What follows belongs to an exercise in optimizing a design on an open flow for small area; a production flow would make more cautious choices. The RTL was checked by simulation tests, not by an equivalence proof against the original design. No activity file was given, so power comes from the tool's default toggle rates.

## 10-08
==> flow/design.v <==
module ow_slot (
    input  wire       clk,
    input  wire       rst,
    input  wire       run,        
    input  wire       go,         
    input  wire [1:0] nk,
    output wire       is_rst,     
    output wire       last,
    output wire       smp,
    output reg        dq_drive
);
    reg [9:0] cnt;
    reg [1:0] kind;
    assign is_rst = (kind == 2'd0);
    wire end_rst  = &{cnt[9:7], cnt[5:0]};           
    wire end_slot = cnt[6] & cnt[2] & cnt[0];        
    wire off_rst  = &{cnt[8:6], cnt[4:0]};           
    wire off_w0   = &{cnt[5:3], cnt[1:0]};           
    wire off_sh   = cnt[2] & cnt[0];                 
    assign last = run & (is_rst ? end_rst : end_slot);
    assign smp  = run & (is_rst ? (cnt == 10'd550) : (kind == 2'd3) & (cnt[5:0] == 6'd15));
    always @(posedge clk) begin
        cnt <= go ? 10'd0 : cnt + 10'd1;
        if (go) kind <= nk;
        if (rst)
            dq_drive <= 1'b0;
        else if (go)
            dq_drive <= 1'b1;
        else if (is_rst ? off_rst : (kind == 2'd1) ? off_w0 : off_sh)
            dq_drive <= 1'b0;
    end
endmodule
module ow_engine (
    input  wire        clk,
    input  wire        rst,
    input  wire        op_valid,
    input  wire [7:0]  op_code,
    output wire        op_ready,
    input  wire        u_bit,
    input  wire [7:0]  u_byte,
    input  wire [3:0]  u_len,
    input  wire [63:0] u_bytes,
    input  wire [63:0] u_id,
    output wire        done,
    output reg         r_bool,
    output reg  [7:0]  r_byte,
    output reg  [63:0] r_id,
    output reg         presence,
    output reg  [31:0] disc_count,
    output wire        dq_drive,
    input  wire        dq_in
);
    localparam K_RST = 2'd0, K_W0 = 2'd1, K_W1 = 2'd2, K_RD = 2'd3;
    localparam S_IDLE = 4'd0;
    localparam S_FIN  = 4'd1;    
    localparam S_CRCB = 4'd2;    
    localparam S_CRCC = 4'd3;    
    localparam S_ONE  = 4'd4;    
    localparam S_WB   = 4'd5;    
    localparam S_RB   = 4'd6;    
    localparam S_SRST = 4'd7;    
    localparam S_SF0  = 4'd8;    
    localparam S_SR1  = 4'd9;    
    localparam S_SR2  = 4'd10;   
    localparam S_SW   = 4'd11;   
    localparam S_WRST = 4'd12;   
    localparam S_WS   = 4'd13;   
    reg  [3:0]  st;
    reg  [63:0] d;
    reg  [6:0]  k;       
    reg  [6:0]  ld;
    reg  [6:0]  lz;      
    reg         b1;      
    wire idle = (st == S_IDLE) || (st == S_FIN);
    wire crc  = (st == S_CRCB) || (st == S_CRCC);
    wire run  = ~idle & ~crc;
    reg        go;
    reg  [1:0] nk;
    wire       is_rst, last, smp;
    ow_slot u_slot (
        .clk      (clk),
        .rst      (rst),
        .run      (run),
        .go       (go),
        .nk       (nk),
        .is_rst   (is_rst),
        .last     (last),
        .smp      (smp),
        .dq_drive (dq_drive)
    );
    assign op_ready = idle;
    assign done     = (st == S_FIN);
    wire acc = op_valid & idle & ~rst;
    wire [6:0] kinc = k + 7'd1;
    wire       k7   = &k[2:0];
    wire       ldf  = ld[6] & ld[5];
    wire       smpv = is_rst ? ~dq_in : dq_in;    
    function wsbit(input [6:0] i);
        if (i[4:3] == 2'b01)      wsbit = ~i[1];
        else if (i[4:3] == 2'b11) wsbit = ~i[0] | (&i[2:0]);
        else                      wsbit = i[1];
    endfunction
    wire ws_id = |kinc[6:5];    
    wire srdisc = ~b1 & ~dq_in;
    wire srboth = b1 & dq_in;
    wire srdir  = srdisc ? ((k < ld) ? d[0] : (k == ld)) : b1;
    always @(*) begin
        go = 1'b0;
        nk = K_RD;
        case (st)
        S_IDLE, S_FIN: if (op_valid) case (op_code)
            8'h10, 8'h18: begin go = 1'b1; nk = K_RST; end
            8'h11: begin go = 1'b1; nk = u_bit ? K_W1 : K_W0; end
            8'h12, 8'h14: begin go = 1'b1; nk = K_RD; end
            8'h13: begin go = 1'b1; nk = u_byte[0] ? K_W1 : K_W0; end
            8'h15: begin go = 1'b1; nk = K_W0; end
            8'h16: begin go = ~ldf; nk = K_RST; end
            default: ;
        endcase
        S_WB:   if (last) begin go = ~k7; nk = d[0] ? K_W1 : K_W0; end
        S_RB:   if (last) begin go = ~k7; nk = K_RD; end
        S_SRST: if (last) begin go = presence; nk = K_W0; end
        S_SF0:  if (last) begin go = 1'b1; nk = k7 ? K_RD : (kinc[2] ? K_W1 : K_W0); end
        S_SR1:  if (last) begin go = 1'b1; nk = K_RD; end
        S_SR2:  if (last) begin go = 1'b1; nk = d[63] ? K_W1 : K_W0; end
        S_SW:   if (last) begin go = ~(k[6] & k7); nk = K_RD; end
        S_WRST: if (last) begin go = ~k[6]; nk = K_W0; end
        S_WS:   if (last) begin
            go = 1'b1;
            if ((k == 7'd15) || (k[6] & (&k[4:0])))    nk = K_RST;
            else if (ws_id ? d[0] : wsbit(kinc))        nk = K_W1;
            else                                        nk = K_W0;
        end
        default: ;
        endcase
    end
    wire cx   = crc & d[0];
    wire cmsk = crc & k[6] & k[5] & k[4] & (k[3] | (&k[2:0]));    
    wire [63:0] dsh = {srdir & (st == S_SR2), d[63:9], (d[8] & ~cmsk) ^ cx,
                       d[7:5], d[4] ^ cx, d[3] ^ cx, d[2:1]};
    wire dshift = (crc & ~(&k)) | ((st == S_SR2) & smp) |
                  (go & (((st == S_WB) & ~k7) | ((st == S_WS) & ws_id)));
    wire ld_ub  = acc & ~op_code[4] & ~op_code[0];                  
    wire ld_id  = acc & (op_code[4] ? op_code[3] : op_code[0]);     
    wire ld_ri  = acc & op_code[4] & ~op_code[3] & ~op_code[0];     
    wire ld_wb  = acc & op_code[4] & ~op_code[3] & op_code[0];      
    wire sh_d   = ~rst & ~acc & dshift;
    wire hold_d = ~rst & ~acc & ~dshift;
    wire srok    = (st == S_SW) & last & k[6] & k7;    
    reg  rst_d;
    wire dc_inc = acc & (op_code == 8'h16);
    wire [32:0] dc_carry;
    assign dc_carry[0] = dc_inc;
    genvar gi;
    generate for (gi = 0; gi < 32; gi = gi + 1) begin : g_dc
        assign dc_carry[gi+1] = dc_carry[gi] & disc_count[gi];
    end endgenerate
    always @(posedge clk) begin
        d <= ({64{ld_ub}} & u_bytes) | ({64{ld_id}} & u_id) | ({64{ld_ri}} & r_id) |
             ({64{ld_wb}} & {57'd0, op_code[2] ? 7'h66 : u_byte[7:1]}) |
             ({64{sh_d}} & dsh) | ({64{hold_d}} & d);
        rst_d <= rst;
        if (srok | rst_d)
            r_id <= d;
        disc_count <= ~{32{rst}} & (disc_count ^ dc_carry[31:0]);
        if (smp & (st == S_SR1))
            b1 <= dq_in;
        if (acc)
            k <= op_code[4] ? 7'd0 : {op_code[0] ? 4'b0111 : ~u_len, 3'b111};
        else if ((crc & ~(&k)) | (last & ((st == S_WB) | (st == S_RB) | (st == S_SF0) | (st == S_SW) | (st == S_WS))))
            k <= kinc;
        if (acc)
            lz <= 7'b1100000;
        else if ((st == S_SR2) & smp & srdisc & ~srdir)
            lz <= k;
        if (rst) begin
            st         <= S_IDLE;
            r_bool     <= 1'b0;
            r_byte     <= 8'h00;
            presence   <= 1'b0;
            ld         <= 7'd0;
        end else begin
            if (smp & is_rst)
                presence <= ~dq_in;
            if (smp & ((st == S_ONE) | (st == S_SRST)))
                r_bool <= smpv;
            case (st)
            S_IDLE, S_FIN: begin
                st <= S_IDLE;
                if (op_valid) case (op_code)
                8'h00: if (u_len == 4'd0) begin
                           r_byte <= 8'h00;
                           st     <= S_FIN;
                       end else
                           st <= S_CRCB;
                8'h01: st <= S_CRCC;
                8'h10, 8'h11, 8'h12: st <= S_ONE;
                8'h13, 8'h15: st <= S_WB;
                8'h14: st <= S_RB;
                8'h16: begin
                    if (ldf) begin
                        ld     <= 7'd0;
                        r_bool <= 1'b0;
                        st     <= S_FIN;
                    end else
                        st <= S_SRST;
                end
                8'h17: begin ld <= 7'd0; st <= S_FIN; end
                8'h18: st <= S_WRST;
                default: st <= S_FIN;
                endcase
            end
            S_CRCB, S_CRCC: if (&k) begin
                if (st == S_CRCB) r_byte <= d[7:0];
                else              r_bool <= ~|d[7:0];
                st <= S_FIN;
            end
            S_ONE: if (last) st <= S_FIN;
            S_WB:  if (last & k7) st <= S_FIN;
            S_RB: begin
                if (smp) r_byte <= {dq_in, r_byte[7:1]};
                if (last & k7) st <= S_FIN;
            end
            S_SRST: if (last) begin
                if (presence) st <= S_SF0;
                else begin ld <= 7'd0; st <= S_FIN; end
            end
            S_SF0: if (last & k7) st <= S_SR1;
            S_SR1: if (last) st <= S_SR2;
            S_SR2: begin
                if (smp & srboth) begin ld <= 7'd0; st <= S_ONE; end
                else if (last) st <= S_SW;
            end
            S_SW: if (last) begin
                if (!(k[6] & k7)) st <= S_SR1;
                else begin
                    ld     <= lz;
                    r_bool <= 1'b1;
                    st     <= S_FIN;
                end
            end
            S_WRST: if (last) st <= k[6] ? S_FIN : S_WS;
            S_WS: if (last & ((k == 7'd15) || (k[6] & (&k[4:0])))) st <= S_WRST;
            default: st <= S_IDLE;
            endcase
        end
    end
endmodule
Settings: LEC_CHECK=0, CAP_MARGIN=20, CORE_MARGIN=2, CORE_UTILIZATION=55, CTS_BUF_LIST=sky130_fd_sc_hd__clkbuf_4, CTS_CLUSTER_SIZE=30, SLEW_MARGIN=20; clock period 12.0 ns.
run.sh (not shown) runs the stock make flow with config.mk's settings and CLKGATE_MAP_FILE= SYNTH_SCRIPT=/design/flow/synth_recipe.tcl, a recipe that flattens the netlist after the stock synthesis.
Modified inputs, 01-05 compared to 10-08
diff --git a/flow/design.v b/flow/design.v
--- a/flow/design.v
+++ b/flow/design.v
@@ -89,9 +89,9 @@
         .dq_drive (dq_drive)
     );
     assign op_ready = idle;
     assign done     = (st == S_FIN);
-    wire acc = op_valid & idle & ~rst;
+    wire acc = op_valid & idle;
     wire [6:0] kinc = k + 7'd1;
     wire       k7   = &k[2:0];
     wire       ldf  = ld[6] & ld[5];
     wire       smpv = is_rst ? ~dq_in : dq_in;    
@@ -139,31 +139,22 @@
     wire [63:0] dsh = {srdir & (st == S_SR2), d[63:9], (d[8] & ~cmsk) ^ cx,
                        d[7:5], d[4] ^ cx, d[3] ^ cx, d[2:1]};
     wire dshift = (crc & ~(&k)) | ((st == S_SR2) & smp) |
                   (go & (((st == S_WB) & ~k7) | ((st == S_WS) & ws_id)));
-    wire ld_ub  = acc & ~op_code[4] & ~op_code[0];                  
-    wire ld_id  = acc & (op_code[4] ? op_code[3] : op_code[0]);     
-    wire ld_ri  = acc & op_code[4] & ~op_code[3] & ~op_code[0];     
-    wire ld_wb  = acc & op_code[4] & ~op_code[3] & op_code[0];      
-    wire sh_d   = ~rst & ~acc & dshift;
-    wire hold_d = ~rst & ~acc & ~dshift;
-    wire srok    = (st == S_SW) & last & k[6] & k7;    
-    reg  rst_d;
-    wire dc_inc = acc & (op_code == 8'h16);
-    wire [32:0] dc_carry;
-    assign dc_carry[0] = dc_inc;
-    genvar gi;
-    generate for (gi = 0; gi < 32; gi = gi + 1) begin : g_dc
-        assign dc_carry[gi+1] = dc_carry[gi] & disc_count[gi];
-    end endgenerate
+    reg  [63:0] dload;
+    always @(*) begin
+        if (op_code[4]) begin
+            if (op_code[3])       dload = u_id;                           
+            else if (!op_code[0]) dload = r_id;                           
+            else                  dload = {57'd0, op_code[2] ? 7'h66 : u_byte[7:1]};   
+        end else
+            dload = op_code[0] ? u_id : u_bytes;                          
+    end
     always @(posedge clk) begin
-        d <= ({64{ld_ub}} & u_bytes) | ({64{ld_id}} & u_id) | ({64{ld_ri}} & r_id) |
-             ({64{ld_wb}} & {57'd0, op_code[2] ? 7'h66 : u_byte[7:1]}) |
-             ({64{sh_d}} & dsh) | ({64{hold_d}} & d);
-        rst_d <= rst;
-        if (srok | rst_d)
-            r_id <= d;
-        disc_count <= ~{32{rst}} & (disc_count ^ dc_carry[31:0]);
+        if (acc)
+            d <= dload;
+        else if (dshift)
+            d <= dsh;
         if (smp & (st == S_SR1))
             b1 <= dq_in;
         if (acc)
             k <= op_code[4] ? 7'd0 : {op_code[0] ? 4'b0111 : ~u_len, 3'b111};
@@ -176,9 +167,11 @@
         if (rst) begin
             st         <= S_IDLE;
             r_bool     <= 1'b0;
             r_byte     <= 8'h00;
+            r_id       <= 64'h0;
             presence   <= 1'b0;
+            disc_count <= 32'h0;
             ld         <= 7'd0;
         end else begin
             if (smp & is_rst)
                 presence <= ~dq_in;
@@ -197,8 +190,9 @@
                 8'h10, 8'h11, 8'h12: st <= S_ONE;
                 8'h13, 8'h15: st <= S_WB;
                 8'h14: st <= S_RB;
                 8'h16: begin
+                    disc_count <= disc_count + 32'd1;
                     if (ldf) begin
                         ld     <= 7'd0;
                         r_bool <= 1'b0;
                         st     <= S_FIN;
@@ -235,8 +229,9 @@
                 if (!(k[6] & k7)) st <= S_SR1;
                 else begin
                     ld     <= lz;
                     r_bool <= 1'b1;
+                    r_id   <= d;
                     st     <= S_FIN;
                 end
             end
             S_WRST: if (last) st <= k[6] ? S_FIN : S_WS;
--- outcome ---
The more densely filled core belongs to 10-08, not 01-05. Changes observed in 01-05 relative to 10-08: number of buffer and inverter stages on the critical path now smaller; non-clock buffer count moved up; cell area saw an increase; maximum number of pins on one net before global-route repair rose 27; total power of the final layout moved up. 10-08 ended up with disc_count[31] as its end point of the critical path; 01-05 ended up with d[31]. In 01-05, the highest ir drop seen on vdd came out about 5% above the value in 10-08. Synthesis left 01-05 with fewer flip-flops than 10-08. Critical path depth ends up higher on 10-08. 10-08 → 01-05: post-synthesis instance area saw an increase; synthesis-stage register bit count decreased by 1 relative to the old numbers.

-- port drivers added, routing unchanged --
The results above use ideal ports. As a check the final layouts listed here were re-extracted and re-timed, cells and wires unchanged. Step 1 (the two cells are an assumption about what drives the block):
set clk [get_ports {clk}]
set_driving_cell -lib_cell sky130_fd_sc_hd__clkbuf_16 $clk
set_driving_cell -lib_cell sky130_fd_sc_hd__buf_2 [delete_from_list [all_inputs] $clk]
Step 2, shift: input delay + t, output delay - t, t = (earliest + latest rising clock arrival at the registers) / 2. This alone moves slack from input paths to output paths. Slacks: ideal / step 1 / step 2; pairs: ideal / step 1.
run | shift t [ns] | setup WS [ns] | hold WS [ns]
10-08 | 0.670 | 2.697 / 2.712 / 2.041 | 0.414 / 0.414 / 0.414
01-05 | 0.703 | 6.766 / 6.788 / 6.085 | 0.456 / 0.456 / 0.456
After both steps every run listed still meets setup and hold. The setup slack of 01-05, which loses most, moves by +0.022 ns with the drivers and by -0.681 ns with both steps.
